What follows belongs to an exercise in optimizing a design on an open flow for small area, a short achievable clock period and few clock cycles per item; a production flow would make more cautious choices.
At most, simulation tests tie the RTL to the original design; equivalence was not proved.
The RTL of runs 3 to 6 was laid out without a check of its function.
Power figures rest on the tool's default switching activity, not on a simulated workload.

==> flow/run.sh <==
#!/bin/bash
# synth_recipe.tcl (not shown) runs the flow's synth.tcl, then flattens the netlist and writes it again
# the make line also repeats each setting of config.mk as NAME=value (left out here)
make -C /OpenROAD-flow-scripts/flow DESIGN_CONFIG=/design/flow/config.mk WORK_HOME=/design/flow/orfs CLKGATE_MAP_FILE= SYNTH_SCRIPT=/design/flow/synth_recipe.tcl finish
==> flow/config.mk <==
export PLATFORM = sky130hd
export DESIGN_NAME = k2000_payload_codec
export DESIGN_NICKNAME = k2000_payload_codec
export VERILOG_FILES = /design/flow/design.v
export SDC_FILE = /design/flow/constraint.sdc
export NUM_CORES = 4
export LEC_CHECK = 0
export CAP_MARGIN = 20
export CORE_MARGIN = 2
export CORE_UTILIZATION = 40
export SETUP_SLACK_MARGIN = 5
export SLEW_MARGIN = 20
==> flow/constraint.sdc <==
create_clock -name core_clock -period 10.0 [get_ports {clk}]
set_input_delay 2.0000 -clock core_clock [delete_from_list [all_inputs] [get_ports {clk}]]
set_output_delay 2.0000 -clock core_clock [all_outputs]
set_load 0.01 [all_outputs]
==> flow/design.v <==
module k2000_payload_codec (
    input  wire        clk,
    input  wire        rst,
    input  wire        cmd_valid,
    output wire        cmd_ready,
    input  wire        cmd_dir,       
    input  wire [3:0]  cmd_n,         
    input  wire [20:0] cmd_size,      
    input  wire        in_valid,
    output wire        in_ready,
    input  wire [7:0]  in_data,
    input  wire        in_last,
    output wire        out_valid,
    input  wire        out_ready,
    output wire [7:0]  out_data,
    output wire        out_last,
    output wire        done,
    output wire [2:0]  status,
    output wire [23:0] info_a,
    output wire [23:0] info_b
);
    localparam ST_OK       = 3'd0;
    localparam ST_BADWIDTH = 3'd1;
    localparam ST_CKSUM    = 3'd2;
    localparam ST_LENGTH   = 3'd3;
    localparam ST_MALFORM  = 3'd4;
    localparam ST_PADBITS  = 3'd5;
    reg         idle;        
    reg         run;         
    reg         drain;       
    reg         dv;          
    reg         pre;         
    reg         done_r;
    reg         in_rdy;
    reg         act;         
    reg         dir;
    reg         bad;
    reg  [2:0]  n;
    reg  [20:0] size;
    reg         padv;        
    reg  [2:0]  pad;         
    reg  [20:0] rcnt;        
    reg         rz;          
    reg         r1;          
    reg  [23:0] kcnt;        
    reg  [23:0] xreg;        
    reg  [7:0]  ebyte;       
    reg  [6:0]  sum;
    reg  [14:0] acc;         
    reg  [3:0]  cnt;         
    reg         first;       
    reg         over;        
    reg         mal;         
    reg         fresh;       
    reg         cks_sent;    
    reg  [2:0]  st;
    reg  [7:0]  od;
    reg         ov;
    reg         olast;
    assign cmd_ready = idle;
    assign in_ready  = in_rdy;
    assign out_valid = ov;
    assign out_data  = od;
    assign out_last  = olast;
    assign done      = done_r;
    assign status    = st;
    assign info_a    = xreg;
    assign info_b    = kcnt;
    function [2:0] m7add(input [2:0] a, input [2:0] b);
        reg [3:0] s;
        begin
            s = {1'b0, a} + {1'b0, b};
            m7add = s[2:0] + {2'd0, s[3]};
        end
    endfunction
    wire [20:0] nsz  = ~cmd_size;
    wire [11:0] r7a  = {m7add(nsz[2:0], nsz[5:3]), m7add(nsz[8:6], nsz[11:9]),
                        m7add(nsz[14:12], nsz[17:15]), nsz[20:18]};
    wire [2:0]  r7   = m7add(m7add(acc[11:9], acc[8:6]), m7add(acc[5:3], acc[2:0]));   
    wire [2:0]  pad7 = (r7 == 3'd7) ? 3'd0 : r7;
    wire [7:0]  nmask  = (8'd1 << n) - 8'd1;
    wire        adv    = !ov || out_ready;
    wire        take   = in_rdy && in_valid;
    wire        r2     = (rcnt == 21'd2);
    wire        dec    = run && !dir;
    wire        enc    = run && dir;
    wire        dat    = !rz && (!r1 || !cnt[3]);
    wire        d_pk   = dec && take && !in_last;           
    wire        d_end  = dec && take && in_last;            
    wire        tk     = act && take && (dir || (!in_last && dat));
    wire [7:0]  x8     = dir ? in_data : (in_data << (4'd8 - {1'b0, n}));
    wire [22:0] win    = {acc, x8};
    wire [3:0]  sh     = dir ? (cnt + 4'd8 - {1'b0, n}) : cnt;
    wire [22:0] y      = win >> sh;
    wire [3:0]  a_cnt  = dir ? 4'd8 : first ? ({1'b0, n} - {1'b0, pad}) : {1'b0, n};
    wire [3:0]  b      = dir ? {1'b0, n} : 4'd8;
    wire [3:0]  cnt_t  = cnt + a_cnt;
    wire        ge_t   = dir || cnt_t[3];
    wire        ge_0   = (cnt >= b);
    wire        emit   = act && adv && (tk ? ge_t : ge_0);
    wire [3:0]  cnt_tb = cnt_t - b;
    wire [3:0]  cnt_0b = cnt - b;
    wire [3:0]  cnt_n  = tk ? (emit ? cnt_tb : cnt_t) : (emit ? cnt_0b : cnt);
    wire [4:0]  n2     = {1'b0, n, 1'b0};
    wire        e_room = adv ? (tk ? ({1'b0, cnt} + 5'd8 < n2) : ({1'b0, cnt} < n2)) : (!tk && (cnt < {1'b0, n}));
    wire        d_room = adv || (tk ? (cnt_t <= 4'd8) : (cnt <= 4'd8));
    wire [14:0] acc_t  = dir ? {acc[6:0], in_data} : ((acc << n) | {7'd0, in_data & nmask});
    wire [6:0]  addend = dir ? (fresh ? od[6:0] : 7'd0) : in_data[6:0];
    wire [6:0]  addsum = sum + addend;
    wire        e_cks  = enc && act && adv && rz && (cnt == 4'd0) && !cks_sent;
    wire        e_end  = enc && ov && olast && out_ready;
    wire        e_bend = enc && bad && rz;
    wire        d_malb  = (in_data & ~nmask) != 8'd0;
    wire [7:0]  padmask = nmask & ~((8'd1 << (n - pad)) - 8'd1);
    wire        pad_bad = (ebyte & padmask) != 8'd0;
    wire        cks_ok  = (in_data == {1'b0, sum});
    wire        len_ok  = !over && (rz || (r1 && cnt[3]));
    wire [2:0]  d_code  = bad      ? ST_BADWIDTH :
                          !cks_ok  ? ST_CKSUM    :
                          !len_ok  ? ST_LENGTH   :
                          mal      ? ST_MALFORM  :
                          pad_bad  ? ST_PADBITS  : ST_OK;
    wire        r_dec  = dir ? (enc && take) : emit;
    wire        r_nz_n = r_dec ? !(rz || r1) : !rz;
    wire        dv_sz  = (rcnt[4:0] > 5'd3);
    wire [2:0]  nm1    = n - 3'd1;
    wire        dv_bit = dv_sz ? size[20] : nm1[rcnt[1:0] - 2'd1];
    wire [3:0]  dv_rt  = {pad, dv_bit};
    wire        dv_ge  = (dv_rt >= {1'b0, n});
    wire [2:0]  dv_rem = dv_ge ? (dv_rt[2:0] - n) : dv_rt[2:0];
    wire [2:0]  padx   = (n == 3'd7) ? pad7 : (nm1 - pad);
    wire        cn_bad = (cmd_n == 4'd0) || cmd_n[3];
    wire        cn_div = (cmd_n == 4'd3) || (cmd_n == 4'd5) || (cmd_n == 4'd6);
    wire        cn_7   = (cmd_n == 4'd7);
    always @(posedge clk) begin
        if (rst) begin
            idle   <= 1'b1;
            run    <= 1'b0;
            drain  <= 1'b0;
            dv     <= 1'b0;
            pre    <= 1'b0;
            done_r <= 1'b0;
            in_rdy <= 1'b0;
            act    <= 1'b0;
            ov     <= 1'b0;
        end else begin
            done_r <= 1'b0;
            if (idle && cmd_valid) begin
                idle   <= 1'b0;
                run    <= !cn_div;
                dv     <= cn_div;
                pre    <= cn_div;
                act    <= !(cn_div || cn_7 || cn_bad);
                in_rdy <= !(cn_div || cn_7) && (!cmd_dir || (cmd_size != 21'd0));
            end
            if (run && !padv)
                act <= 1'b1;
            if (emit || e_cks)
                ov <= 1'b1;
            else if (out_ready)
                ov <= 1'b0;
            if (run) begin
                if (dir)
                    in_rdy <= r_nz_n && (!act || e_room);
                else
                    in_rdy <= !(take && in_last) && (!act || d_room);
            end
            if (d_end) begin
                run <= 1'b0;
                if (d_code == ST_OK) begin
                    if (rz && adv) begin
                        done_r <= 1'b1;
                        act    <= 1'b0;
                    end else
                        drain <= 1'b1;
                end else begin
                    ov  <= 1'b0;
                    act <= 1'b0;
                    if (d_code == ST_LENGTH)
                        dv <= 1'b1;
                    else
                        done_r <= 1'b1;
                end
            end
            if (drain && rz && adv) begin
                drain  <= 1'b0;
                act    <= 1'b0;
                done_r <= 1'b1;
            end
            if (e_end) begin
                run    <= 1'b0;
                act    <= 1'b0;
                done_r <= 1'b1;
            end
            if (e_bend) begin
                run    <= 1'b0;
                done_r <= 1'b1;
            end
            if (dv && r1) begin
                dv  <= 1'b0;
                pre <= 1'b0;
                if (pre)
                    run <= 1'b1;
                else
                    done_r <= 1'b1;
            end
            if (done_r)
                idle <= 1'b1;
        end
    end
    always @(posedge clk) begin
        if (idle && cmd_valid) begin
            dir      <= cmd_dir;
            n        <= cmd_n[2:0];
            bad      <= cn_bad;
            size     <= cmd_size;
            rcnt     <= cn_div ? 21'd24 : cmd_size;
            rz       <= !cn_div && (cmd_size == 21'd0);
            r1       <= !cn_div && (cmd_size == 21'd1);
            padv     <= !(cn_div || cn_7);
            pad      <= 3'd0;
            kcnt     <= 24'd0;
            xreg     <= 24'd0;
            ebyte    <= 8'd0;
            sum      <= 7'd0;
            acc      <= {3'd0, r7a};
            cnt      <= 4'd0;
            first    <= 1'b1;
            over     <= 1'b0;
            mal      <= 1'b0;
            fresh    <= 1'b0;
            cks_sent <= 1'b0;
            st       <= ST_OK;
        end
        if (run && !padv) begin
            padv <= 1'b1;
            pad  <= padx;
            acc  <= 15'd0;
            if (dir)
                cnt <= {1'b0, padx};
        end
        if (act) begin
            cnt <= cnt_n;
            if (tk)
                acc <= acc_t;
            if (emit) begin
                od    <= dir ? (y[7:0] & nmask) : y[7:0];
                olast <= !dir && r1;
            end
        end
        if (dir ? (enc && fresh) : d_pk)
            sum <= addsum;
        if (enc)
            fresh <= emit;
        if (e_cks) begin
            od       <= {1'b0, addsum};
            olast    <= 1'b1;
            cks_sent <= 1'b1;
        end
        if (d_pk && !bad) begin
            if (kcnt != 24'hFFFFFF)
                kcnt <= kcnt + 24'd1;
            first <= 1'b0;
            if (first || (!mal && d_malb))
                ebyte <= in_data;
            if (!mal && d_malb) begin
                mal  <= 1'b1;
                xreg <= kcnt;
            end
            if (!dat)
                over <= 1'b1;
        end
        if (r_dec) begin
            rcnt <= rcnt - 21'd1;
            rz   <= r1;
            r1   <= r2;
        end
        if (d_end) begin
            st <= d_code;
            if (!bad) begin
                if (!cks_ok)
                    xreg <= {16'd0, in_data};
                kcnt <= !cks_ok ? {17'd0, sum} :
                        !len_ok ? kcnt :
                        mal     ? {16'd0, ebyte} : 24'd0;
            end
            if (d_code == ST_LENGTH) begin
                rcnt <= 21'd24;
                rz   <= 1'b0;
                r1   <= 1'b0;
                pad  <= 3'd0;
            end
        end
        if (e_bend)
            st <= ST_BADWIDTH;
        if (dv) begin
            pad  <= dv_rem;
            if (!pre)
                xreg <= {xreg[22:0], dv_ge};
            if (dv_sz)
                size <= {size[19:0], size[20]};
            rcnt <= rcnt - 21'd1;
            rz   <= r1;
            r1   <= r2;
            if (r1 && pre) begin
                rcnt <= size;
                rz   <= (size == 21'd0);
                r1   <= (size == 21'd1);
            end
        end
    end
endmodule
==> impl_metrics.csv, run 1 <==
group,metric,value,unit
synthesis,synth_top_flop_cell,"dfxtp_1",
route,vias,13149,
sta,worstMarginPinSlew,1.10,ns
placement,placed_area,14500,um^2
route,wire_per_inst,20.8,um
final_layout,layout-drive-gt1-share,6.72,%
sta,worst_slack,5.12,ns
synthesis,syn_nets,1793,
worst_setup_path,crit_type,"in2reg",
clock_network,holdBufCountCts,0,
sta,fin_tns_setup,0,ns
clock_network,cts-root-buf,"clkbuf_16",
floorplanning,io_pins,104,
route,wl,44900,um
clock_network,cts_max_level,4,
synthesis,synth-seq-area-share,28.2,%
placement,pre_cts_slack,4.54,ns
clock_network,cts_sinks,161,
final_layout,final_cells,2154,
sta,min_period,4.88,ns
floorplanning,die_w,186,um
final_layout,nFillCells,3227,
global_route,grt.total_usage,26.1,%
synthesis,yosys_warnings,1,
sta,setup_viol,0,
pwr,vdd_ir_drop_max,0.135,mV
placement,dp_cells,2108,
sta,slew_headroom,26.8,%
floorplanning,dieArea,34500,um^2
synthesis,synth_edf_count,50,
pwr,power,3.11,mW
route,first_pass_iters,6,
synthesis,ys_types,91,
clock_network,clk_path_buf_depth,2,
floorplanning,die_h,186,um
sta,hold_violations,0,
placement,io_buffers,103,
worst_setup_path,cpPeakStageDelay,0.71,ns
synthesis,avgSynthCellArea,7.94,um^2
route,drc,0,
sta,finalMaxSlewViolations,0,
synthesis,netlist_instances,1663,
clock_network,cts_buffers,17,
final_layout,ff_latch_area,3720,um^2
worst_setup_path,critical-path-top-delay-family,"simple AND/OR/NAND/NOR gates",
worst_setup_path,cp_slowest_cell,"clkinvlp_2",
clock_network,cts.clk_slew.worst_paths,0.07,ns
synthesis,synth_area,13200,um^2
worst_setup_path,start_kind,"input port",
synthesis,ys_seq_elements,161,
sta,rsz0062_at_grt,"yes",
sta,skew,0.0179,ns
synthesis,synthArstFlopShare,0,%
pwr,power-per-cell-area,204,nW/um^2
worst_setup_path,end_kind,"flip-flop",
outcome,status,"no timing/DRC/antenna violations",
global_route,grt_pass1_wl,69900,um
final_layout,area_growth,15.7,%
worst_setup_path,cp_data_required_time,10.02,ns
global_route,overflow,0,
worst_setup_path,cp.buffers_inverters,2,
worst_setup_path,crit_arrival,4.90,ns
run,drv_cap,0,
clock_network,worstSkewPairLatency,0.45,ns
worst_setup_path,crit_chain,"clkdlybuf4s50_1 -> and2_1 -> nand4_2 -> or2_2 -> nor3_2 -> clkinvlp_2",
placement,dp_hpwl,32100,um
final_layout,fin_area,15300,um^2
final_layout,nets,1829,
floorplanning,core-area,32500,um^2
pwr,power.leakage,6.09,nW
hold_path,hold_class,"reg2reg",
worst_setup_path,cp_max_fo,15,
floorplanning,start_util,40.6,%
global_route,antenna_found_initial,0,
sta,fmax,0.205,GHz
route,viasPerCell,6.10,
floorplanning,num_rows,66,
placement,place.gp.congestion,0.904,
route,drt_iter0_markers,1419,
route,ant_nets,0,
final_layout,multi_input_area,8790,um^2
sta,fin_crit_sh,48.8,%
clock_network,cts_tree,"yes",
global_route,grt_pass1_vias,12320,
global_route,grt_max_degree,84,
final_layout,num_antenna_cells,0,
==> final cells by class <==
| class | count | share of cell area [%] |
|---|---|---|
| tap | 442 | 3.62 |
| inverter | 76 | 1.92 |
| timing repair inverter | 1 | 0.0327 |
| sequential | 161 | 24.4 |
| clock buffer | 17 | 2.78 |
| multi-input combinational | 1308 | 57.5 |
| clock inverter | 15 | 1.45 |
| timing repair buffer | 134 | 8.35 |
==> cells in the mapped netlist (5+ instances only) <==
cell type / n / area (um^2)
edfxtp_1: 50 / 1500
o22ai_1: 17 / 106
a22oi_1: 8 / 60.1
mux2_2: 9 / 101
nand2b_1: 21 / 131
nand2_1: 189 / 709
and2_1: 21 / 131
a221oi_1: 25 / 219
xnor2_1: 34 / 298
buf_2: 20 / 100
nor2_1: 138 / 518
buf_1: 9 / 33.8
nor4_1: 17 / 106
a21oi_1: 149 / 746
nand4_1: 28 / 175
or4_1: 6 / 45.0
fa_1: 15 / 300
or2_2: 5 / 31.3
nor3_1: 30 / 150
mux4_2: 8 / 180
o21bai_1: 6 / 45.0
ha_1: 75 / 938
o21ai_0: 97 / 485
dfxtp_1: 111 / 2220
o211a_1: 6 / 60.1
xor2_1: 26 / 228
o211ai_1: 26 / 195
a221o_1: 5 / 50.1
o21a_1: 5 / 37.5
or3_1: 10 / 62.6
nor2b_1: 14 / 87.6
o31ai_1: 16 / 120
clkbuf_1: 87 / 327
mux2i_1: 52 / 521
a21o_1: 21 / 158
inv_1: 74 / 278
nand3_1: 57 / 285
a31oi_1: 22 / 138
a211o_1: 8 / 70.1
and3_1: 14 / 87.6
nor3b_1: 5 / 37.5
a22o_1: 16 / 140
a211oi_1: 28 / 210
a311oi_1: 8 / 70.1
==> power breakdown <==
part	leakage, nW	total, mW	switching (mW)	internal [mW]
Clock	0.316	0.735	0.308	0.427
Combinational	4.30	1.44	0.813	0.624
Sequential	1.47	0.940	0.166	0.774
Total	6.09	3.11	1.29	1.83
==> cells in the final DEF, fill, tap and decap left out, types with 21 or more instances in the layout <==
| cell | Yosys | layout |
|---|---|---|
| a211oi_1 | 28 | 28 |
| a21o_1 | 21 | 21 |
| a21oi_1 | 149 | 148 |
| a221oi_1 | 25 | 25 |
| a31oi_1 | 22 | 22 |
| and2_1 | 21 | 21 |
| buf_4 | 3 | 30 |
| clkdlybuf4s50_1 | 0 | 103 |
| dfxtp_1 | 111 | 111 |
| edfxtp_1 | 50 | 50 |
| ha_1 | 75 | 75 |
| inv_1 | 74 | 72 |
| mux2i_1 | 52 | 51 |
| nand2_1 | 189 | 188 |
| nand2b_1 | 21 | 21 |
| nand3_1 | 57 | 57 |
| nand4_1 | 28 | 28 |
| nor2_1 | 138 | 138 |
| nor3_1 | 30 | 30 |
| o211ai_1 | 26 | 26 |
| o21ai_0 | 97 | 97 |
| xnor2_1 | 34 | 33 |
| xor2_1 | 26 | 26 |
==> what timing repair did <==
| action | in CTS | in global routing |
|---|---|---|
| gates cloned | 3 | 1 |
| pin swaps | 2 | 2 |
| setup endpoints to repair | 23 | 35 |
| endpoints found under the hold margin | 0 | 0 |
| gates resized for setup | 4 | 10 |
| setup buffers | 3 | 7 |
==> cell families (layout without fill, tap and decap cells) <==
logic type	after synthesis	in the layout	share of synthesized area, %
simple gates	576	576	20.8
fa+ha+maj	90	90	9.38
flops	161	161	28.2
compound gates	510	513	25.5
xor+xnor	60	60	3.98
mux	69	69	6.07
buf+inv	197	243	6.05
==> worst min-delay path: stages (launching register included) <==
cell	delay (ns)
dfxtp_1	0.33
nand2_1	0.04
o21ai_0	0.05
==> stage by stage <==
stage	hold WS, ns	utilization [%]
after floorplan	0.426	-
after global placement	0.436	44.5
after detailed placement	0.449	44.5
after CTS	0.465	46.7
after global routing	0.486	47.0
final	0.462	47.0
==> worst paths after layout <==
path	startpoint	to	slack [ns]	cells after the start
setup / recovery	in_valid	kcnt[7]	5.12	6
hold / removal	over	over	0.46	2
setup reg to reg	n[0]	rcnt[8]	5.25	20
hold reg to reg	over	over	0.46	2
==> routing by layer <==
metal / part of all wire, % / global-route usage [%]
met5: 0 / 0
met4: 2.4 / 7.62
met3: 7.0 / 4.21
met2: 46 / 40.9
met1: 45 / 36.8
==> flip-flops by register name, summed over array words and instances, names as in the netlist, 4 cells and up <==
register	cells
kcnt	24
xreg	24
rcnt	21
size	21
acc	15
ebyte	8
od	8
sum	7
cnt	4
Testbench counts, summed over its fixed seeds: cycles 55,051, items 27,958.
==> run 2: changes to the inputs <==
==> flow/flow/run.sh (new file) <==
#!/bin/bash
# Standard ORFS layout with a tighter timing-repair target and single-drive
# port buffers. The clock period and SDC are the standard flow's own (constraint.sdc).
set -euo pipefail
bash standard.sh \
  "SETUP_SLACK_MARGIN=6.2" \
  "BUFFER_PORTS_ARGS=-buffer_cell sky130_fd_sc_hd__buf_2" \
  finish > standard.log 2>&1
==> flow/standard.sh (new file) <==
#!/bin/bash
# synth_recipe.tcl (not shown) runs the flow's synth.tcl, then flattens the netlist and writes it again
# the make line also repeats each setting of config.mk as NAME=value (left out here)
make -C /OpenROAD-flow-scripts/flow DESIGN_CONFIG=/design/flow/config.mk WORK_HOME=/design/flow/orfs CLKGATE_MAP_FILE= SYNTH_SCRIPT=/design/flow/synth_recipe.tcl "${@:-finish}"
removed: flow/run.sh
==> run 2 against run 1 <==
Effect of this change: still clean on timing, DRC and antenna; clock-buffer cell count grew 3; maximum frequency grew 20%; routed wire length grew 3.2%; die area is the same; combinational power grew 28%; setup slack gained 0.81 ns; power grew 9.8%; largest cell class unchanged; highest routed layer is now met5.
==> impl_metrics.csv, run 2 <==
group,metric,value,unit
outcome,status,"no timing/DRC/antenna violations",
final_layout,final_cells,2211,
clock_network,cts.clk_slew.worst_paths,0.08,ns
worst_setup_path,r2r_slack,5.94,ns
synthesis,syn_nets,1793,
floorplanning,core-area,32500,um^2
global_route,grt_max_degree,66,
clock_network,clk_path_buf_depth,2,
sta,slew_headroom,30.6,%
synthesis,yosys_warnings,1,
hold_path,hold_class,"reg2reg",
synthesis,synth_area,13200,um^2
synthesis,synth_common_cells,"nand2_1 (189), a21oi_1 (149), nor2_1 (138)",
floorplanning,start_util,40.6,%
final_layout,area_growth,21.1,%
worst_setup_path,crit_chain,"buf_12 -> inv_12 -> ha_4 -> fa_2 -> inv_2 -> mux2i_1 -> nor2_1 -> ha_1 -> a21o_1 -> a21oi_2 -> xnor2_1 -> xnor2_1 -> inv_1 -> ha_2 -> a211o_1 -> o21ai_4 -> buf_12 -> buf_8 -> buf_12 -> buf_16 -> a221oi_2 -> a21oi_2 -> a22o_1",
final_layout,nFillCells,3194,
placement,pre_cts_slack,5.20,ns
synthesis,avgSynthCellArea,7.94,um^2
synthesis,synth_edf_count,50,
sta,skew,0.0140,ns
synthesis,ys_types,91,
route,wl,46300,um
floorplanning,die_h,186,um
sta,hold_violations,0,
synthesis,netlist_instances,1663,
worst_setup_path,cp_slowest_cell,"fa_2",
floorplanning,die_w,186,um
final_layout,reg_top3,"kcnt x24, xreg x24",
floorplanning,num_rows,66,
placement,place.gp.congestion,0.950,
sta,fmax,0.246,GHz
final_layout,nets,1885,
final_layout,final_cell_mix,"nand2_1 (186), nor2_1 (137), a21oi_1 (129)",
route,ant_nets,0,
route,wire_per_inst,20.9,um
clock_network,worstSkewPairLatency,0.45,ns
final_layout,layout-drive-gt1-share,20.6,%
global_route,grt.total_usage,26.5,%
pwr,power.leakage,6.59,nW
sta,min_period,4.06,ns
global_route,overflow,0,
worst_setup_path,start_kind,"flip-flop",
sta,setup_viol,0,
global_route,grt_pass1_vias,12383,
synthesis,synth_most_common_cell,"nand2_1",
route,drt_iter0_markers,1297,
clock_network,cts_sinks,161,
worst_setup_path,crit_type,"reg2reg",
final_layout,final_common_cell,"nand2_1",
sta,worstMarginPinSlew,1.04,ns
synthesis,synth_top_flop_cell,"dfxtp_1",
worst_setup_path,crit_arrival,4.46,ns
route,drc,0,
sta,finalMaxSlewViolations,0,
sta,fin_tns_setup,0,ns
pwr,power-per-cell-area,214,nW/um^2
placement,dp_cells,2110,
sta,rsz0062_at_grt,"yes",
route,vias,13421,
clock_network,cts_buffers,17,
pwr,vdd_ir_drop_max,0.202,mV
worst_setup_path,cp_max_fo,6,
clock_network,cts-root-buf,"clkbuf_16",
floorplanning,dieArea,34500,um^2
worst_setup_path,cp_data_required_time,10.40,ns
worst_setup_path,crit_top_cell,"buf_12",
synthesis,synth-seq-area-share,28.2,%
synthesis,yosysTopAreaCell,"dfxtp_1",
clock_network,holdBufCountCts,0,
global_route,antenna_found_initial,2,
placement,dp_hpwl,31600,um
synthesis,ys_seq_elements,161,
run,drv_cap,0,
synthesis,synthArstFlopShare,0,%
clock_network,cts_tree,"yes",
worst_setup_path,cpPeakStageDelay,0.54,ns
synthesis,synth.area.top_cells,"dfxtp_1 (17%), edfxtp_1 (11%), ha_1 (7.1%), a21oi_1 (5.6%), nand2_1 (5.4%)",
clock_network,cts_max_level,4,
worst_setup_path,end_kind,"flip-flop",
sta,fin_crit_sh,40.6,%
final_layout,fin_util,49.2,%
route,viasPerCell,6.07,
route,first_pass_iters,5,
global_route,grt_pass1_wl,71200,um
synthesis,synth_top_area_share,16.8,%
sta,worst_slack,5.94,ns
placement,io_buffers,103,
floorplanning,io_pins,104,
## run 2: changes by cell type in the layout (fill, tap and decap cells not counted), sizes merged, moves of 2 or more
cell	previous run	this run
clkinvlp	4	6
buf	31	189
bufbuf	0	2
clkdlybuf4s50	103	0
clkbuf	17	20
o21ai	103	100
bufinv	4	0
## run 2: what timing repair did
| action | in CTS | in global routing |
|---|---|---|
| cloned | 11 | 1 |
| gates resized for setup | 85 | 42 |
| setup buffers | 44 | 12 |
| setup endpoints to repair | 131 | 95 |
| pin swaps | 39 | 23 |
## run 2: logic make-up after synthesis
| group | after synthesis | share of synthesized area [%] |
|---|---|---|
| xor+xnor | 60 | 3.98 |
| compound gates | 510 | 25.5 |
| buf+inv | 197 | 6.05 |
| fa+ha+maj | 90 | 9.38 |
| simple gates | 576 | 20.8 |
| flops | 161 | 28.2 |
| mux | 69 | 6.07 |
## run 2: layout make-up
class | count | area [um^2] | share of cell area [%]
clock inverter | 12 | 95.1 | 0.595
multi-input combinational | 1306 | 9260 | 57.9
timing repair inverter | 2 | 12.5 | 0.0782
inverter | 76 | 312 | 1.95
antenna | 1 | 2.50 | 0.0156
sequential | 161 | 3760 | 23.5
clock buffer | 20 | 468 | 2.93
timing repair buffer | 191 | 1540 | 9.61
tap | 442 | 553 | 3.46
## run 2: worst max-delay path: cells and delay by family (launching register included)
kind,cells,cell delay [ns]
AO/OA/AOI/OAI,7,1.11
XOR/XNOR,2,0.34
adder cells (fa/ha/maj),4,1.18
buffers and inverters,8,0.76
flip-flops,1,0.39
multiplexers,1,0.14
AND/OR/NAND/NOR,1,0.08
## run 2: routing by layer
metal  share of wire [%]  vias to the layer above  track usage, %
met4                 2.0                        2            6.96
met2                  46                      569            42.6
li1                    -                     6310               -
met3                 7.5                       70            4.73
met1                  44                     6470            36.6
met5               0.024                        -               0
## run 2: worst paths after layout
path / startpoint / to / cells after the start
max: n[0] / rcnt[19] / 23
min: over / over / 2
max reg2reg: n[0] / rcnt[19] / 23
min reg2reg: over / over / 2
## run 2: through the flow
| step | power (mW) | area, um^2 | hold WS (ns) |
|---|---|---|---|
| after floorplan | 1.96 | 13500 | 0.426 |
| after global placement | 2.31 | 14100 | 0.438 |
| after detailed placement | 2.34 | 14100 | 0.447 |
| after CTS | 3.21 | 15700 | 0.462 |
| after global routing | 3.63 | 16000 | 0.500 |
| final | 3.42 | 16000 | 0.469 |
## run 2: power breakdown
group / leakage [nW] / total [mW] / switching, mW / internal [mW]
Clock: 0.281 / 0.648 / 0.303 / 0.345
Sequential: 1.48 / 0.933 / 0.153 / 0.780
Combinational: 4.83 / 1.84 / 0.981 / 0.854
==> run 3: changes to the inputs <==
--- a/flow/design.v
+++ b/flow/design.v
@@ -68,8 +68,13 @@
     assign info_b    = kcnt;
     function [2:0] m7add(input [2:0] a, input [2:0] b);
-        reg [3:0] s;
+        reg [2:0] g, p;
+        reg       c0, c1, c2;
         begin
-            s = {1'b0, a} + {1'b0, b};
-            m7add = s[2:0] + {2'd0, s[3]};
+            g  = a & b;
+            p  = a ^ b;
+            c0 = g[2] | (p[2] & g[1]) | (p[2] & p[1] & g[0]);
+            c1 = g[0] | (p[0] & c0);
+            c2 = g[1] | (p[1] & g[0]) | (p[1] & p[0] & c0);
+            m7add = p ^ {c2, c1, c0};
         end
     endfunction
@@ -89,21 +94,23 @@
     wire        d_end  = dec && take && in_last;            
     wire        tk     = act && take && (dir || (!in_last && dat));
-    wire [7:0]  x8     = dir ? in_data : (in_data << (4'd8 - {1'b0, n}));
-    wire [22:0] win    = {acc, x8};
-    wire [3:0]  sh     = dir ? (cnt + 4'd8 - {1'b0, n}) : cnt;
-    wire [22:0] y      = win >> sh;
-    wire [3:0]  a_cnt  = dir ? 4'd8 : first ? ({1'b0, n} - {1'b0, pad}) : {1'b0, n};
-    wire [3:0]  b      = dir ? {1'b0, n} : 4'd8;
-    wire [3:0]  cnt_t  = cnt + a_cnt;
-    wire        ge_t   = dir || cnt_t[3];
-    wire        ge_0   = (cnt >= b);
+    wire [3:0]  n4     = {1'b0, n};
+    wire [3:0]  thr    = 4'd8 - n4;                         
+    wire [3:0]  sh     = dir ? (cnt + thr) : cnt;
+    wire [22:0] ya     = {acc, 8'd0} >> sh;
+    wire [7:0]  chunk  = in_data & nmask;
+    wire [3:0]  ti     = dir ? (cnt + 4'd8 + thr) : (cnt + n4);
+    wire [15:0] yi     = {(dir ? in_data : chunk), 8'd0} >> ti;
+    wire [7:0]  ybyte  = ya[7:0] | (tk ? yi[7:0] : 8'd0);
+    wire [3:0]  fb     = n4 - {1'b0, pad};                   
+    wire        ge_t   = dir || (!first && (cnt >= thr));
+    wire        ge_0   = dir ? (cnt >= n4) : cnt[3];
     wire        emit   = act && adv && (tk ? ge_t : ge_0);
-    wire [3:0]  cnt_tb = cnt_t - b;
-    wire [3:0]  cnt_0b = cnt - b;
-    wire [3:0]  cnt_n  = tk ? (emit ? cnt_tb : cnt_t) : (emit ? cnt_0b : cnt);
-    wire [4:0]  n2     = {1'b0, n, 1'b0};
-    wire        e_room = adv ? (tk ? ({1'b0, cnt} + 5'd8 < n2) : ({1'b0, cnt} < n2)) : (!tk && (cnt < {1'b0, n}));
-    wire        d_room = adv || (tk ? (cnt_t <= 4'd8) : (cnt <= 4'd8));
-    wire [14:0] acc_t  = dir ? {acc[6:0], in_data} : ((acc << n) | {7'd0, in_data & nmask});
+    wire [3:0]  c_te   = dir ? (cnt + thr) : (cnt - thr);    
+    wire [3:0]  c_t    = dir ? {1'b1, cnt[2:0]} : (first ? fb : (cnt + n4));
+    wire [3:0]  c_e    = dir ? (cnt - n4) : {1'b0, cnt[2:0]};
+    wire [3:0]  cnt_n  = tk ? (emit ? c_te : c_t) : (emit ? c_e : cnt);
+    wire        e_room = adv ? (tk ? (c_te < n4) : (cnt < {n, 1'b0})) : (!tk && (cnt < n4));
+    wire        d_room = adv || (tk ? (c_t <= 4'd8) : (cnt <= 4'd8));
+    wire [14:0] acc_t  = dir ? {acc[6:0], in_data} : ((acc << n) | {7'd0, chunk});
     wire [6:0]  addend = dir ? (fresh ? od[6:0] : 7'd0) : in_data[6:0];
     wire [6:0]  addsum = sum + addend;
@@ -245,5 +252,5 @@
                 acc <= acc_t;
             if (emit) begin
-                od    <= dir ? (y[7:0] & nmask) : y[7:0];
+                od    <= dir ? (ybyte & nmask) : ybyte;
                 olast <= !dir && r1;
             end
--- a/flow/flow/run.sh
+++ b/flow/flow/run.sh
@@ -4,5 +4,5 @@
 set -euo pipefail
 bash standard.sh \
-  "SETUP_SLACK_MARGIN=6.2" \
+  "SETUP_SLACK_MARGIN=6.7" \
   "BUFFER_PORTS_ARGS=-buffer_cell sky130_fd_sc_hd__buf_2" \
   finish > standard.log 2>&1
==> run 3 against run 2 <==
Effect of this change: clock-buffer cell count up 4; cell count up 6.0%; setup slack better by 0.51 ns; first-iteration DRC count up 30%; power down 4.7%; clock skew up 0.0031 ns; flip-flop and latch count unchanged; cell area up 12%; combinational power down 8%; highest routed layer is now met4.
==> impl_metrics.csv, run 3 <==
group,metric,value,unit
outcome,status,"no timing/DRC/antenna violations",
final_layout,final_cell_mix,"nand2_1 (178), a21oi_1 (137), nor2_1 (127)",
clock_network,holdBufCountCts,0,
global_route,grt_pass1_wl,77900,um
pwr,power.leakage,7.29,nW
synthesis,synth_top_flop_cell,"dfxtp_1",
route,wl_met3,4730,um
worst_setup_path,crit_top_cell,"a21o_1",
hold_path,hold_class,"reg2reg",
final_layout,fin_util,55.1,%
route,wl,51700,um
clock_network,cts-root-buf,"clkbuf_16",
floorplanning,die_h,186,um
final_layout,layout-drive-gt1-share,31.7,%
worst_setup_path,crit_chain,"ha_4 -> a21o_1 -> a21o_1 -> fa_2 -> xor2_1 -> ha_1 -> a21o_1 -> a21oi_2 -> fa_2 -> or2_4 -> a22o_1 -> o21a_1 -> o32a_1 -> o21ai_1",
worst_setup_path,r2r_end,"cnt[0]",
worst_setup_path,reg2reg_depth,14,
sta,hold_violations,0,
sta,fin_tns_setup,0,ns
pwr,power-per-cell-area,181,nW/um^2
placement,dp_cells,2155,
floorplanning,core-area,32600,um^2
final_layout,multi_input_area,10400,um^2
floorplanning,start_util,40.6,%
synthesis,avgSynthCellArea,7.77,um^2
worst_setup_path,crit_arrival,3.85,ns
route,drt_iter0_markers,1680,
sta,rsz0062_at_grt,"yes",
worst_setup_path,crit_start,"acc[1]",
synthesis,synth_top_area_share,16.8,%
worst_setup_path,end_kind,"flip-flop",
hold_path,hold_depth,2,
final_layout,nets,2003,
floorplanning,dieArea,34600,um^2
sta,finalMaxSlewViolations,0,
clock_network,cts_tree,"yes",
route,first_pass_iters,6,
synthesis,netlist_instances,1706,
clock_network,cts_sinks,161,
synthesis,yosysTopAreaCell,"dfxtp_1",
placement,io_buffers,103,
worst_setup_path,start_kind,"flip-flop",
placement,dp_hpwl,33500,um
worst_setup_path,cpPeakStageDelay,0.49,ns
synthesis,synth_mux_area_share,6.47,%
sta,min_period,3.55,ns
route,viasPerCell,6.29,
worst_setup_path,crit_type,"reg2reg",
sta,holdWs,0.454,ns
synthesis,synth_common_cells,"nand2_1 (200), a21oi_1 (163), nor2_1 (143)",
synthesis,ys_types,86,
worst_setup_path,cp_max_fo,3,
synthesis,yosys_warnings,1,
worst_setup_path,cp_data_required_time,10.30,ns
route,wl_met1,21200,um
sta,skew,0.0171,ns
clock_network,clk_path_buf_depth,2,
placement,place.gp.congestion,0.944,
synthesis,synth-seq-area-share,28.1,%
synthesis,ys_seq_elements,161,
worst_setup_path,r2r_start,"acc[1]",
worst_setup_path,r2r_slack,6.45,ns
synthesis,synth_compound_area_share,24.7,%
floorplanning,die_w,186,um
global_route,antenna_found_initial,1,
sta,setup_viol,0,
synthesis,synth-simple-area-share,22.8,%
synthesis,synth.area.top_cells,"dfxtp_1 (17%), edfxtp_1 (11%), a21oi_1 (6.2%), ha_1 (5.7%), nand2_1 (5.7%)",
route,drc,0,
clock_network,worstSkewPairLatency,0.45,ns
clock_network,cts.clk_slew.worst_paths,0.08,ns
route,vias,14739,
route,top_layer_used,"met4",
hold_path,worstHoldStart,"od[7]",
floorplanning,io_pins,104,
synthesis,synthArstFlopShare,0,%
synthesis,synth_top_family_by_area,"compound AO/OA/AOI/OAI gates",
clock_network,cts_max_level,4,
worst_setup_path,cp_slowest_cell,"fa_2",
global_route,grt.total_usage,29.0,%
clock_network,cts_buffers,17,
sta,worstMarginPinSlew,0.884,ns
final_layout,area_growth,35.7,%
final_layout,final_cells,2343,
run,drv_cap,0,
global_route,grt_pass1_vias,13671,
sta,slew_headroom,40.8,%
synthesis,synth_most_common_cell,"nand2_1",
synthesis,synth_fa_ha_area_share,8.08,%
pwr,vdd_ir_drop_max,0.125,mV
synthesis,synth-xor-area-share,3.90,%
route,ant_nets,0,
synthesis,synth_edf_count,50,
synthesis,syn_nets,1822,
hold_path,min_to,"od[7]",
global_route,grt_max_degree,82,
synthesis,synth_area,13300,um^2
sta,fmax,0.281,GHz
final_layout,ff_latch_area,3760,um^2
final_layout,final_common_cell,"nand2_1",
global_route,overflow,0,
route,wire_per_inst,22.1,um
final_layout,nFillCells,2909,
route,wl_met2,24100,um
sta,fin_crit_sh,35.5,%
floorplanning,num_rows,66,
final_layout,reg_top3,"kcnt x24, xreg x24",
run 3: cell types whose count changed in the layout (fill, tap and decap cells not counted), sizes merged, moves of 9 or more:
| cell | change |
|---|---|
| a211oi | -11 |
| and2 | -11 |
| o21ai | +33 |
| nand2 | +14 |
| o211ai | -13 |
| a21oi | +14 |
| ha | -15 |
| nor3 | +9 |
| a31oi | +16 |
| nand3 | +40 |
| buf | +74 |
run 3: logic make-up after synthesis:
group / after synthesis
flip-flops: 161
XOR/XNOR: 59
AO/OA/AOI/OAI: 519
adder cells (fa/ha/maj): 76
multiplexers: 71
buffers and inverters: 191
AND/OR/NAND/NOR: 629
run 3: worst max path at each step:
stage                        end  slack [ns]  depth (start not counted)
final                     cnt[0]        6.45                         14
after global routing       od[5]        6.35                         10
after CTS                 cnt[0]        6.46                         14
after detailed placement      rz        5.20                          8
after global placement        rz        5.18                          8
after floorplan           done_r        6.20                          8
run 3: cell type report:
| type | instances | share of cell area (%) |
|---|---|---|
| Multi-Input combinational cell | 1365 | 57.6 |
| Inverter | 71 | 2.00 |
| Timing Repair Buffer | 271 | 13.2 |
| Antenna cell | 1 | 0.0139 |
| Clock buffer | 24 | 2.74 |
| Tap cell | 442 | 3.07 |
| Clock inverter | 8 | 0.376 |
| Sequential cell | 161 | 20.9 |
run 3: critical path: cells and delay by family (launching register included):
kind            cells  cell delay (ns)
fa+ha+maj           4             1.35
compound gates      8             1.25
xor+xnor            1             0.15
flops               1             0.40
simple gates        1             0.24
run 3: timing repair:
action / CTS / global route
gates resized for setup: 171 / 161
pin swaps: 70 / 98
setup buffers: 91 / 41
endpoints found under the setup margin: 182 / 133
gates cloned: 16 / 6
run 3: metal layers:
metal	track usage [%]	vias to the layer above
met1	38.9	7085
met2	47.1	829
li1	-	6697
met3	4.85	128
met5	0	-
met4	10.1	0
run 3: through the flow:
stage          area (um^2)  power [mW]  worst slack (ns)
3_5_place_dp         14600        2.21              5.20
4_1_cts              16900        3.12              6.46
5_1_grt              18000        3.42              6.35
2_1_floorplan        13900        1.87              6.20
3_3_place_gp         14600        2.18              5.18
6_report             18000        3.26              6.45
run 3: where the power goes:
part	internal, mW	total, mW	leakage, nW	switching, mW
Clock	0.351	0.655	0.277	0.304
Combinational	0.783	1.70	5.54	0.913
Sequential	0.765	0.904	1.48	0.139
Total	1.90	3.26	7.29	1.36
==> run 4: changes to the inputs <==
--- a/flow/design.v
+++ b/flow/design.v
@@ -96,13 +96,12 @@
     wire [3:0]  n4     = {1'b0, n};
     wire [3:0]  thr    = 4'd8 - n4;                         
-    wire [3:0]  sh     = dir ? (cnt + thr) : cnt;
-    wire [22:0] ya     = {acc, 8'd0} >> sh;
+    wire [22:0] ya     = {acc, 8'd0} >> cnt;
     wire [7:0]  chunk  = in_data & nmask;
-    wire [3:0]  ti     = dir ? (cnt + 4'd8 + thr) : (cnt + n4);
+    wire [3:0]  ti     = dir ? {~cnt[3], cnt[2:0]} : (cnt + n4);
     wire [15:0] yi     = {(dir ? in_data : chunk), 8'd0} >> ti;
     wire [7:0]  ybyte  = ya[7:0] | (tk ? yi[7:0] : 8'd0);
     wire [3:0]  fb     = n4 - {1'b0, pad};                   
     wire        ge_t   = dir || (!first && (cnt >= thr));
-    wire        ge_0   = dir ? (cnt >= n4) : cnt[3];
+    wire        ge_0   = cnt[3];
     wire        emit   = act && adv && (tk ? ge_t : ge_0);
     wire [3:0]  c_te   = dir ? (cnt + thr) : (cnt - thr);    
@@ -110,10 +109,10 @@
     wire [3:0]  c_e    = dir ? (cnt - n4) : {1'b0, cnt[2:0]};
     wire [3:0]  cnt_n  = tk ? (emit ? c_te : c_t) : (emit ? c_e : cnt);
-    wire        e_room = adv ? (tk ? (c_te < n4) : (cnt < {n, 1'b0})) : (!tk && (cnt < n4));
+    wire        e_room = adv ? (tk ? !c_te[3] : (cnt < {1'b1, n})) : (!tk && !cnt[3]);
     wire        d_room = adv || (tk ? (c_t <= 4'd8) : (cnt <= 4'd8));
     wire [14:0] acc_t  = dir ? {acc[6:0], in_data} : ((acc << n) | {7'd0, chunk});
     wire [6:0]  addend = dir ? (fresh ? od[6:0] : 7'd0) : in_data[6:0];
     wire [6:0]  addsum = sum + addend;
-    wire        e_cks  = enc && act && adv && rz && (cnt == 4'd0) && !cks_sent;
+    wire        e_cks  = enc && act && adv && rz && (cnt == thr) && !cks_sent;
     wire        e_end  = enc && ov && olast && out_ready;
     wire        e_bend = enc && bad && rz;
@@ -137,4 +136,5 @@
     wire [2:0]  dv_rem = dv_ge ? (dv_rt[2:0] - n) : dv_rt[2:0];
     wire [2:0]  padx   = (n == 3'd7) ? pad7 : (nm1 - pad);
+    wire [2:0]  padq   = (n == 3'd7) ? ((r7 == 3'd7) ? 3'd1 : (r7 + 3'd1)) : ~pad;    
     wire        cn_bad = (cmd_n == 4'd0) || cmd_n[3];
     wire        cn_div = (cmd_n == 4'd3) || (cmd_n == 4'd5) || (cmd_n == 4'd6);
@@ -232,5 +232,5 @@
             sum      <= 7'd0;
             acc      <= {3'd0, r7a};
-            cnt      <= 4'd0;
+            cnt      <= cmd_dir ? (4'd8 - cmd_n) : 4'd0;
             first    <= 1'b1;
             over     <= 1'b0;
@@ -245,5 +245,5 @@
             acc  <= 15'd0;
             if (dir)
-                cnt <= {1'b0, padx};
+                cnt <= {1'b0, padq};
         end
         if (act) begin
--- a/flow/flow/run.sh
+++ b/flow/flow/run.sh
@@ -4,5 +4,5 @@
 set -euo pipefail
 bash standard.sh \
-  "SETUP_SLACK_MARGIN=6.7" \
+  "SETUP_SLACK_MARGIN=6.8" \
   "BUFFER_PORTS_ARGS=-buffer_cell sky130_fd_sc_hd__buf_2" \
   finish > standard.log 2>&1
==> run 4 against run 3 <==
Effect of this change: still clean; synthesized cell count decreased by 1.3%; clock skew grew 0.0051 ns; cell count fell by 0.30%; area after synthesis is 1.8% lower; clock power up 8.1%; register-to-register slack got worse by 0.17 ns; power down 0.29%; cell area increased by 1.5%; critical endpoint unchanged; highest routed layer unchanged.
==> impl_metrics.csv, run 4 <==
group,metric,value,unit
outcome,status,"no timing/DRC/antenna violations",
worst_setup_path,crit_type,"reg2reg",
floorplanning,io_pins,104,
pwr,power-per-cell-area,178,nW/um^2
synthesis,synth_top_area_share,17.1,%
final_layout,num_antenna_cells,0,
hold_path,worstHoldStart,"drain",
clock_network,clk_path_buf_depth,2,
clock_network,cts_buffers,17,
route,viasPerCell,6.36,
route,drc,0,
synthesis,synth-seq-area-share,28.6,%
synthesis,netlist_instances,1684,
synthesis,synth_most_common_cell,"nand2_1",
sta,fin_crit_sh,37.3,%
worst_setup_path,crit_start,"acc[1]",
synthesis,synth_edf_count,50,
sta,fmax,0.268,GHz
sta,fin_tns_setup,0,ns
synthesis,yosys_warnings,1,
placement,dp_hpwl,33000,um
worst_setup_path,crit_path_end,"cnt[0]",
global_route,grt.total_usage,29.2,%
floorplanning,die_w,184,um
synthesis,avgSynthCellArea,7.73,um^2
placement,io_buffers,103,
sta,skew,0.0222,ns
global_route,grt_max_degree,76,
global_route,overflow,0,
floorplanning,die_h,184,um
worst_setup_path,cp_slowest_cell,"fa_2",
floorplanning,num_rows,66,
final_layout,final_cell_mix,"nand2_1 (167), nor2_1 (139), buf_4 (127)",
synthesis,ys_types,77,
synthesis,synthArstFlopShare,0,%
hold_path,hold_class,"reg2reg",
final_layout,nets,1997,
sta,hold_violations,0,
final_layout,area_growth,40.2,%
floorplanning,start_util,40.3,%
pwr,vdd_ir_drop_max,0.216,mV
placement,place.gp.congestion,0.898,
floorplanning,core-area,32300,um^2
worst_setup_path,crit_arrival,3.92,ns
sta,worstMarginPinSlew,1.12,ns
synthesis,syn_nets,1800,
worst_setup_path,start_kind,"flip-flop",
synthesis,yosysTopAreaCell,"dfxtp_1",
clock_network,cts-root-buf,"clkbuf_16",
sta,slew_headroom,25.1,%
clock_network,worstSkewPairLatency,0.47,ns
route,drt_iter0_markers,1688,
route,vias,14859,
worst_setup_path,end_kind,"flip-flop",
worst_setup_path,r2r_start,"acc[1]",
final_layout,final_common_cell,"nand2_1",
sta,rsz0062_at_grt,"yes",
global_route,grt_pass1_wl,77400,um
sta,min_period,3.73,ns
worst_setup_path,cpPeakStageDelay,0.55,ns
sta,setup_viol,0,
pwr,power.leakage,7.27,nW
global_route,antenna_found_initial,0,
synthesis,synth_common_cells,"nand2_1 (184), nor2_1 (152), a21oi_1 (147)",
route,ant_nets,0,
clock_network,cts_sinks,161,
global_route,grt_pass1_vias,13340,
run,drv_cap,0,
worst_setup_path,cp_data_required_time,10.20,ns
synthesis,synth_top_flop_cell,"dfxtp_1",
worst_setup_path,r2r_slack,6.27,ns
synthesis,synth_area,13000,um^2
synthesis,synth.area.top_cells,"dfxtp_1 (17%), edfxtp_1 (12%), ha_1 (6.0%), a21oi_1 (5.7%), nand2_1 (5.3%)",
clock_network,cts_tree,"yes",
worst_setup_path,cp_max_fo,2,
final_layout,reg_top3,"kcnt x24, xreg x24",
clock_network,cts.clk_slew.worst_paths,0.07,ns
worst_setup_path,reg2reg_depth,17,
clock_network,cts_max_level,4,
worst_setup_path,crit_chain,"ha_4 -> a21o_1 -> a21o_1 -> fa_2 -> xor2_1 -> ha_1 -> a21o_1 -> a21oi_2 -> fa_2 -> inv_2 -> ha_4 -> ha_4 -> nor3_4 -> a21oi_2 -> a21oi_2 -> o32a_1 -> o21ai_1",
route,first_pass_iters,9,
final_layout,layout-drive-gt1-share,32.8,%
route,wire_per_inst,22.8,um
worst_setup_path,r2r_end,"cnt[0]",
synthesis,ys_seq_elements,161,
final_layout,nFillCells,2842,
sta,finalMaxSlewViolations,0,
floorplanning,dieArea,34000,um^2
route,wl,53200,um
final_layout,fin_util,56.6,%
## run 4: cell types whose count changed after synthesis, sizes merged, moves of 9 or more
cell,change
nand3,-40
clkbuf,+28
buf,-22
nand4,+19
nand2,-18
a21oi,-16
o211ai,+12
a22o,-10
a221oi,-9
o21ai,-9
## run 4: routing by layer
layer	vias to the layer above	track usage [%]	share of wire, %
met5	-	0	0
met3	171	5.53	8.6
li1	6680	-	-
met1	7194	39.9	42
met4	0	9.57	4.1
met2	814	46.3	45
## run 4: cells by family (layout without fill, tap and decap cells)
| group | after synthesis | after routing | share of synthesized area [%] |
|---|---|---|---|
| compound gates | 529 | 532 | 25.8 |
| xor+xnor | 62 | 62 | 4.17 |
| fa+ha+maj | 76 | 76 | 8.11 |
| buf+inv | 192 | 393 | 5.64 |
| flops | 161 | 161 | 28.6 |
| mux | 64 | 64 | 5.63 |
| simple gates | 600 | 606 | 22.0 |
## run 4: critical path, delay by kind of cell, from the launching register on
| family | cells | cell delay (ns) |
|---|---|---|
| adders and majority gates | 6 | 1.73 |
| AOI/OAI and AO/OA | 8 | 1.01 |
| DFF | 1 | 0.37 |
| and+or+nand+nor | 1 | 0.18 |
| xor gates and xnor gates | 1 | 0.15 |
| buffers and inverters | 1 | 0.04 |
## run 4: how the worst min path moves through the flow
stage	to	depth (start not counted)	slack, ns
2_1_floorplan	drain	1	0.43
3_3_place_gp	drain	1	0.44
3_5_place_dp	drain	1	0.45
4_1_cts	drain	1	0.47
5_1_grt	drain	1	0.49
6_report	drain	1	0.47
## run 4: cell type report
cell class / instances / area, um^2 / share of cell area [%]
sequential: 161 / 3750 / 20.5
timing repair buffer: 294 / 2700 / 14.8
timing repair inverter: 1 / 8.76 / 0.0480
inverter: 66 / 378 / 2.07
clock inverter: 12 / 156 / 0.857
clock buffer: 20 / 447 / 2.45
multi-input combinational: 1340 / 10300 / 56.2
tap: 442 / 553 / 3.03
## run 4: timing repair
action / CTS / global route
setup buffers: 91 / 63
gates resized for setup: 213 / 160
pin swaps: 80 / 83
setup endpoints to repair: 170 / 157
cloned: 13 / 12
hold buffers: 0 / 0
## run 4: power breakdown
part / total (mW) / switching (mW) / internal, mW
combinational: 1.66 / 0.902 / 0.755
sequential: 0.881 / 0.122 / 0.759
clock: 0.708 / 0.307 / 0.401
total: 3.25 / 1.33 / 1.92
## run 4: metrics by stage
stage	power [mW]	hold slack (ns)	setup slack (ns)	area, um^2	cells
6_report	3.25	0.471	6.27	18300	2336
5_1_grt	3.43	0.487	6.08	18300	2336
4_1_cts	3.11	0.469	6.23	16800	2261
3_5_place_dp	2.23	0.451	5.58	14400	2125
3_3_place_gp	2.21	0.441	5.63	14400	2125
2_1_floorplan	1.88	0.432	6.21	14000	1684
==> run 5: changes to the inputs <==
--- a/flow/flow/run.sh
+++ b/flow/flow/run.sh
@@ -4,5 +4,5 @@
 set -euo pipefail
 bash standard.sh \
-  "SETUP_SLACK_MARGIN=6.8" \
+  "SETUP_SLACK_MARGIN=6.4" \
   "BUFFER_PORTS_ARGS=-buffer_cell sky130_fd_sc_hd__buf_2" \
   finish > standard.log 2>&1
==> run 5 against run 4 <==
Effect of this change: clock-buffer cell count down 2; power fell by 5.1%; setup slack got worse by 0.077 ns; area after synthesis stayed put; flip-flop and latch count stayed put; maximum frequency shrank 2.0%; die area did not move; critical path depth stayed put; clock skew is 0.0093 ns lower; cell count is 5.0% lower; largest cell class unchanged.
==> impl_metrics.csv, run 5 <==
group,metric,value,unit
final_layout,reg_top3,"kcnt x24, xreg x24",
sta,fmax,0.263,GHz
synthesis,synthArstFlopShare,0,%
worst_setup_path,reg2reg_depth,17,
synthesis,synth_common_cells,"nand2_1 (184), nor2_1 (152), a21oi_1 (147)",
global_route,grt_max_degree,69,
route,drt_iter0_markers,1663,
floorplanning,die_h,184,um
global_route,overflow,0,
pwr,power.leakage,6.20,nW
route,first_pass_iters,5,
clock_network,cts_max_level,4,
worst_setup_path,cp_data_required_time,10.17,ns
clock_network,cts-root-buf,"clkbuf_16",
floorplanning,start_util,40.3,%
clock_network,cts_sinks,161,
worst_setup_path,crit_type,"reg2reg",
floorplanning,num_rows,66,
sta,hold_violations,0,
floorplanning,io_pins,104,
synthesis,synth_most_common_cell,"nand2_1",
placement,io_buffers,103,
synthesis,synth_area,13000,um^2
synthesis,synth-simple-area-share,22.0,%
synthesis,netlist_instances,1684,
final_layout,fin_util,48.0,%
clock_network,holdBufCountCts,0,
sta,skew,0.0129,ns
sta,fin_tns_setup,0,ns
clock_network,worstSkewPairLatency,0.45,ns
sta,setup_viol,0,
floorplanning,core-area,32300,um^2
synthesis,synth_compound_area_share,25.8,%
hold_path,hold_depth,1,
floorplanning,dieArea,34000,um^2
sta,rsz0062_at_grt,"yes",
sta,fin_crit_sh,38.0,%
global_route,grt.total_usage,27.0,%
global_route,antenna_found_initial,2,
synthesis,synth_top_area_share,17.1,%
final_layout,layout-drive-gt1-share,19.1,%
route,wl,46900,um
clock_network,cts_buffers,17,
placement,place.gp.congestion,0.969,
final_layout,nets,1879,
run,drv_cap,0,
synthesis,avgSynthCellArea,7.73,um^2
worst_setup_path,cp_max_fo,2,
outcome,status,"no timing/DRC/antenna violations",
synthesis,synth-xor-area-share,4.17,%
sta,worstMarginPinSlew,0.935,ns
route,drc,0,
route,wire_per_inst,21.1,um
route,ant_nets,0,
synthesis,yosysTopAreaCell,"dfxtp_1",
global_route,grt_util_met2,41.3,%
global_route,met1_usage,37.0,%
sta,slew_headroom,37.7,%
pwr,power-per-cell-area,199,nW/um^2
pwr,power,3.08,mW
global_route,grt_pass1_vias,12657,
clock_network,cts.clk_slew.worst_paths,0.07,ns
synthesis,ys_seq_elements,161,
synthesis,synth_mux_area_share,5.63,%
route,vias,13870,
pwr,vdd_ir_drop_max,0.274,mV
synthesis,yosys_warnings,1,
worst_setup_path,crit_arrival,3.98,ns
clock_network,cts_tree,"yes",
hold_path,hold_class,"reg2reg",
global_route,gr-usage-met3,6.28,%
floorplanning,die_w,184,um
sta,min_period,3.80,ns
global_route,grt_pass1_wl,71800,um
synthesis,ys_types,77,
global_route,busiest_layer,"met2",
synthesis,synth_fa_ha_area_share,8.11,%
synthesis,synth_top_flop_cell,"dfxtp_1",
final_layout,final_common_cell,"nand2_1",
synthesis,synth.area.top_cells,"dfxtp_1 (17%), edfxtp_1 (12%), ha_1 (6.0%), a21oi_1 (5.7%), nand2_1 (5.3%)",
synthesis,synth_edf_count,50,
placement,dp_hpwl,32400,um
sta,finalMaxSlewViolations,0,
final_layout,area_growth,19.1,%
worst_setup_path,end_kind,"flip-flop",
worst_setup_path,start_kind,"flip-flop",
route,viasPerCell,6.25,
synthesis,synth-seq-area-share,28.6,%
final_layout,final_cell_mix,"nand2_1 (182), nor2_1 (150), a21oi_1 (138)",
clock_network,clk_path_buf_depth,2,
synthesis,syn_nets,1800,
synthesis,synth_top_family_by_area,"compound AO/OA/AOI/OAI gates",
## run 5: cell counts after synthesis
No cell type changed its count.
## run 5: cell families after synthesis
family	after synthesis
AO/OA/AOI/OAI	529
buffers and inverters	192
adder cells (fa/ha/maj)	76
XOR/XNOR	62
flip-flops	161
AND/OR/NAND/NOR	600
multiplexers	64
## run 5: metrics by stage
stage | worst slack, ns | area (um^2) | std cells | hold slack (ns)
final | 6.20 | 15500 | 2220 | 0.464
after floorplan | 6.21 | 13200 | 1684 | 0.432
after detailed placement | 5.33 | 13900 | 2124 | 0.452
after global routing | 6.05 | 15500 | 2220 | 0.482
after CTS | 6.21 | 15100 | 2194 | 0.471
after global placement | 5.54 | 13900 | 2124 | 0.453
## run 5: path summary, 6_finish.rpt
kind	start	end	slack, ns
worst max register to register	acc[1]	cnt[0]	6.20
worst max-delay path	acc[1]	cnt[0]	6.20
worst min register to register	drain	drain	0.46
worst min-delay path	drain	drain	0.46
## run 5: report_power, final
part	total, mW	leakage [nW]	switching [mW]	internal (mW)
logic	1.53	4.46	0.845	0.688
registers	0.895	1.48	0.133	0.762
clock network	0.655	0.267	0.308	0.346
total	3.08	6.20	1.29	1.80
## run 5: what timing repair did
action                     in CTS  in global routing
gates resized for setup        71                 50
gates cloned                    2                  2
setup buffers                  36                 22
pin swaps                      29                 26
setup endpoints to repair     119                 81
## run 5: layer usage
metal	share of wire (%)	vias to the layer above
li1	-	6412
met1	43	6677
met2	45	678
met3	8.6	103
met4	3.0	0
met5	0	-
## run 5: layout make-up
type / count / area, um^2
flip-flops and latches: 161 / 3760
repair inverters: 1 / 5.00
clock inverters: 14 / 130
inverters: 66 / 283
clock buffers: 18 / 429
well taps: 442 / 553
diodes: 2 / 5.00
fillers: 3143 / 16800
repair buffers: 184 / 1270
multi-input cells: 1332 / 9060
## run 5: worst max-delay path, cell delays in order, from the launching register on
cell     delay (ns)
dfxtp_4        0.36
ha_4           0.23
a21o_1         0.15
a21o_1         0.18
fa_2           0.33
xor2_1         0.16
ha_1           0.30
a21o_1         0.13
a21oi_2        0.06
fa_2           0.59
inv_2          0.05
ha_4           0.17
ha_4           0.17
nor3_4         0.18
a21oi_1        0.06
a21oi_1        0.18
o32a_1         0.17
o21ai_1        0.06
==> run 6: changes to the inputs <==
--- a/flow/design.v
+++ b/flow/design.v
@@ -129,7 +129,9 @@
     wire        r_dec  = dir ? (enc && take) : emit;
     wire        r_nz_n = r_dec ? !(rz || r1) : !rz;
-    wire        dv_sz  = (rcnt[4:0] > 5'd3);
+    wire [4:0]  dstep  = acc[4:0];                          
+    wire        dv_sz  = (dstep < 5'd21);
+    wire        dv_last = (dstep == 5'd23);
     wire [2:0]  nm1    = n - 3'd1;
-    wire        dv_bit = dv_sz ? size[20] : nm1[rcnt[1:0] - 2'd1];
+    wire        dv_bit = dv_sz ? size[20] : nm1[2'd3 - dstep[1:0]];
     wire [3:0]  dv_rt  = {pad, dv_bit};
     wire        dv_ge  = (dv_rt >= {1'b0, n});
@@ -204,5 +206,5 @@
                 done_r <= 1'b1;
             end
-            if (dv && r1) begin
+            if (dv && dv_last) begin
                 dv  <= 1'b0;
                 pre <= 1'b0;
@@ -222,7 +224,7 @@
             bad      <= cn_bad;
             size     <= cmd_size;
-            rcnt     <= cn_div ? 21'd24 : cmd_size;
-            rz       <= !cn_div && (cmd_size == 21'd0);
-            r1       <= !cn_div && (cmd_size == 21'd1);
+            rcnt     <= cmd_size;
+            rz       <= (cmd_size == 21'd0);
+            r1       <= (cmd_size == 21'd1);
             padv     <= !(cn_div || cn_7);
             pad      <= 3'd0;
@@ -231,5 +233,5 @@
             ebyte    <= 8'd0;
             sum      <= 7'd0;
-            acc      <= {3'd0, r7a};
+            acc      <= cn_div ? 15'd0 : {3'd0, r7a};
             cnt      <= cmd_dir ? (4'd8 - cmd_n) : 4'd0;
             first    <= 1'b1;
@@ -293,8 +295,6 @@
             end
             if (d_code == ST_LENGTH) begin
-                rcnt <= 21'd24;
-                rz   <= 1'b0;
-                r1   <= 1'b0;
-                pad  <= 3'd0;
+                acc <= 15'd0;
+                pad <= 3'd0;
             end
         end
@@ -307,12 +307,5 @@
             if (dv_sz)
                 size <= {size[19:0], size[20]};
-            rcnt <= rcnt - 21'd1;
-            rz   <= r1;
-            r1   <= r2;
-            if (r1 && pre) begin
-                rcnt <= size;
-                rz   <= (size == 21'd0);
-                r1   <= (size == 21'd1);
-            end
+            acc[4:0] <= dstep + 5'd1;
         end
     end
--- a/flow/flow/run.sh
+++ b/flow/flow/run.sh
@@ -4,5 +4,5 @@
 set -euo pipefail
 bash standard.sh \
-  "SETUP_SLACK_MARGIN=6.4" \
+  "SETUP_SLACK_MARGIN=6.3" \
   "BUFFER_PORTS_ARGS=-buffer_cell sky130_fd_sc_hd__buf_2" \
   finish > standard.log 2>&1
==> run 6 against run 5 <==
Effect of this change: combinational power shrank 3%; global-route usage shrank 0.51 points; cell area shrank 2.9%; critical path type unchanged; sequential power shrank 2.9%; worst hold slack lost 0.011 ns; utilization is essentially flat.
==> impl_metrics.csv, run 6 <==
group,metric,value,unit
final_layout,multi_input_area,8480,um^2
clock_network,cts_sinks,161,
synthesis,ys_seq_elements,161,
final_layout,layout-drive-gt1-share,19.3,%
final_layout,nFillCells,3067,
sta,fmax,0.269,GHz
synthesis,synth_area,12700,um^2
worst_setup_path,cp_max_fo,25,
route,first_pass_iters,6,
synthesis,syn_nets,1687,
floorplanning,io_pins,104,
placement,place.gp.congestion,0.912,
hold_path,hold_class,"reg2reg",
synthesis,yosysTopAreaCell,"edfxtp_1",
final_layout,fin_area,15100,um^2
synthesis,avgSynthCellArea,8.08,um^2
sta,min_period,3.72,ns
placement,placed_area,13600,um^2
clock_network,cts-root-buf,"clkbuf_16",
clock_network,holdBufCountCts,0,
sta,skew,0.0108,ns
final_layout,num_antenna_cells,0,
worst_setup_path,cp_data_required_time,10.14,ns
worst_setup_path,crit_type,"reg2reg",
clock_network,clk_path_buf_depth,2,
floorplanning,num_rows,65,
route,drt_iter0_markers,1321,
route,drc,0,
outcome,status,"no timing/DRC/antenna violations",
final_layout,final_common_cell,"nand2_1",
pwr,power,2.98,mW
route,vias,12773,
worst_setup_path,critical-path-top-delay-family,"buffers and inverters",
synthesis,synth-seq-area-share,31.0,%
worst_setup_path,cp.buffers_inverters,5,
clock_network,cts_tree,"yes",
sta,fin_tns_setup,0,ns
sta,worst_slack,6.28,ns
worst_setup_path,crit_top_cell,"buf_4",
sta,setup_viol,0,
global_route,overflow,0,
route,viasPerCell,6.13,
sta,rsz0062_at_grt,"yes",
worst_setup_path,crit_chain,"buf_4 -> clkinvlp_4 -> buf_4 -> ha_1 -> nor3b_1 -> nor4_2 -> buf_4 -> buf_4 -> xnor2_4 -> nor2_1 -> a211o_1 -> a221oi_1 -> a311oi_1",
pwr,power.leakage,6.04,nW
clock_network,worstSkewPairLatency,0.44,ns
final_layout,reg_top3,"kcnt x24, xreg x24",
final_layout,final_cell_mix,"nand2_1 (213), nor2_1 (126), a21oi_1 (120)",
floorplanning,dieArea,33200,um^2
global_route,grt.total_usage,26.5,%
placement,pre_cts_slack,5.22,ns
placement,dp_hpwl,31200,um
synthesis,synth_top_flop_cell,"dfxtp_1",
global_route,antenna_found_initial,0,
final_layout,ff_latch_area,3970,um^2
synthesis,synth_most_common_cell,"nand2_1",
synthesis,yosys_warnings,1,
floorplanning,start_util,40.4,%
global_route,grt_pass1_vias,11980,
pwr,power-per-cell-area,198,nW/um^2
worst_setup_path,cp_slowest_cell,"ha_1",
synthesis,synth_top_area_share,16.8,%
floorplanning,core-area,31400,um^2
sta,hold_violations,0,
synthesis,synthArstFlopShare,0,%
sta,slew_headroom,31.5,%
global_route,grt_pass1_wl,69400,um
worst_setup_path,crit_arrival,3.86,ns
route,wl,44700,um
worst_setup_path,cpPeakStageDelay,0.42,ns
final_layout,area_growth,18.7,%
synthesis,netlist_instances,1570,
sta,fin_crit_sh,37.2,%
synthesis,synth_common_cells,"nand2_1 (216), nor2_1 (128), a21oi_1 (126)",
synthesis,synth_edf_count,71,
worst_setup_path,start_kind,"flip-flop",
worst_setup_path,end_kind,"flip-flop",
global_route,grt_max_degree,72,
route,ant_nets,0,
synthesis,synth.area.top_cells,"edfxtp_1 (17%), dfxtp_1 (14%), nand2_1 (6.4%), ha_1 (6.2%), a21oi_1 (5.0%)",
placement,io_buffers,103,
route,wire_per_inst,21.4,um
floorplanning,die_w,182,um
sta,finalMaxSlewViolations,0,
run,drv_cap,0,
clock_network,cts.clk_slew.worst_paths,0.07,ns
synthesis,ys_types,86,
sta,worstMarginPinSlew,1.03,ns
floorplanning,die_h,182,um
clock_network,cts_max_level,4,
clock_network,cts_buffers,17,
pwr,vdd_ir_drop_max,0.133,mV
final_layout,nets,1786,
[run 6: changes by cell type after synthesis, moves of 24 or more]
cell and delta:
nand3_1 +32, nand2_1 +32, o21ai_0 -24, clkbuf_1 -29, nor2_1 -24, nand4_1 -36
[run 6: power breakdown]
part           internal [mW]  switching (mW)  total [mW]
Clock                  0.352           0.276       0.628
Combinational          0.667           0.813        1.48
Sequential             0.765           0.104       0.869
Total                   1.78            1.19        2.98
[run 6: kinds of logic after synthesis]
| logic type | count (synthesis) | synth area share [%] |
|---|---|---|
| adder cells (fa/ha/maj) | 77 | 8.42 |
| buffers and inverters | 170 | 5.42 |
| flip-flops | 161 | 31.0 |
| AO/OA/AOI/OAI | 466 | 23.5 |
| multiplexers | 54 | 6.19 |
| AND/OR/NAND/NOR | 578 | 21.0 |
| XOR/XNOR | 64 | 4.42 |
[run 6: what timing repair did]
| item | 4_1_cts | 5_1_grt |
|---|---|---|
| setup buffers | 28 | 22 |
| pin swaps | 18 | 32 |
| cloned | 6 | 1 |
| gates resized for setup | 59 | 50 |
| endpoints found under the setup margin | 144 | 93 |
[run 6: cell type report]
type	instances	area share (%)
Inverter	66	1.84
Timing Repair inverter	1	0.0499
Sequential cell	161	26.3
Clock inverter	5	0.199
Multi-Input combinational cell	1241	56.3
Timing Repair Buffer	181	8.48
Tap cell	402	3.34
Clock buffer	27	3.41
[run 6: per-layer routing]
layer / vias up / GRT usage (%) / wire, um
li1: 5953 / - / -
met5: - / 0 / 0
met4: 0 / 8.58 / 1250
met1: 6173 / 35.7 / 19200
met2: 561 / 42.5 / 21000
met3: 86 / 5.61 / 3190
[run 6: path summary, 6_finish.rpt]
path | startpoint | end | slack [ns] | cells after the start
setup / recovery | n[2] | od[5] | 6.28 | 13
hold / removal | cks_sent | cks_sent | 0.45 | 2
setup reg to reg | n[2] | od[5] | 6.28 | 13
hold reg to reg | cks_sent | cks_sent | 0.45 | 2
[run 6: worst min-delay path: stages (launching register included)]
cell	delay [ns]
dfxtp_1	0.32
nand2_1	0.05
nand2_1	0.04
[run 6: per-stage QoR]
step	utilization, %	instances	hold WS [ns]
6_report	48.0	2084	0.454
5_1_grt	48.0	2084	0.469
4_1_cts	46.7	2061	0.451
3_5_place_dp	43.2	1995	0.440
3_3_place_gp	43.2	1995	0.435
2_1_floorplan	-	1570	0.423

static timing again, ports no longer ideal:
No port has a modelled driver above. Below, the same layouts with a new extraction and two added sets of constraints. Step 1 assumes that a clkbuf_16 drives the clock port and a buf_2 every other input. Step 2 times the ports against the registers' clock, not the clock port: input delays grow and output delays shrink by t, the midpoint of the rising clock arrivals with the driver on. Three values: ideal ports, drivers, drivers and shift; two values: the first two.
run	shift t [ns]	setup WS [ns]	slew at the worst register clock pin (ns)
run 1	0.492	5.122 / 5.151 / 4.659	0.07 / 0.07
run 2	0.496	5.936 / 5.936 / 5.591	0.08 / 0.08
run 3	0.499	6.446 / 6.446 / 5.961	0.08 / 0.08
run 4	0.505	6.274 / 6.274 / 5.897	0.08 / 0.08
run 5	0.489	6.197 / 6.197 / 5.926	0.08 / 0.08
run 6	0.478	6.280 / 6.280 / 5.835	0.07 / 0.07
After both steps setup and hold are still met in every run listed. The setup slack of run 3, which loses most, moves by 0.000 ns with the drivers and by -0.485 ns with both steps.
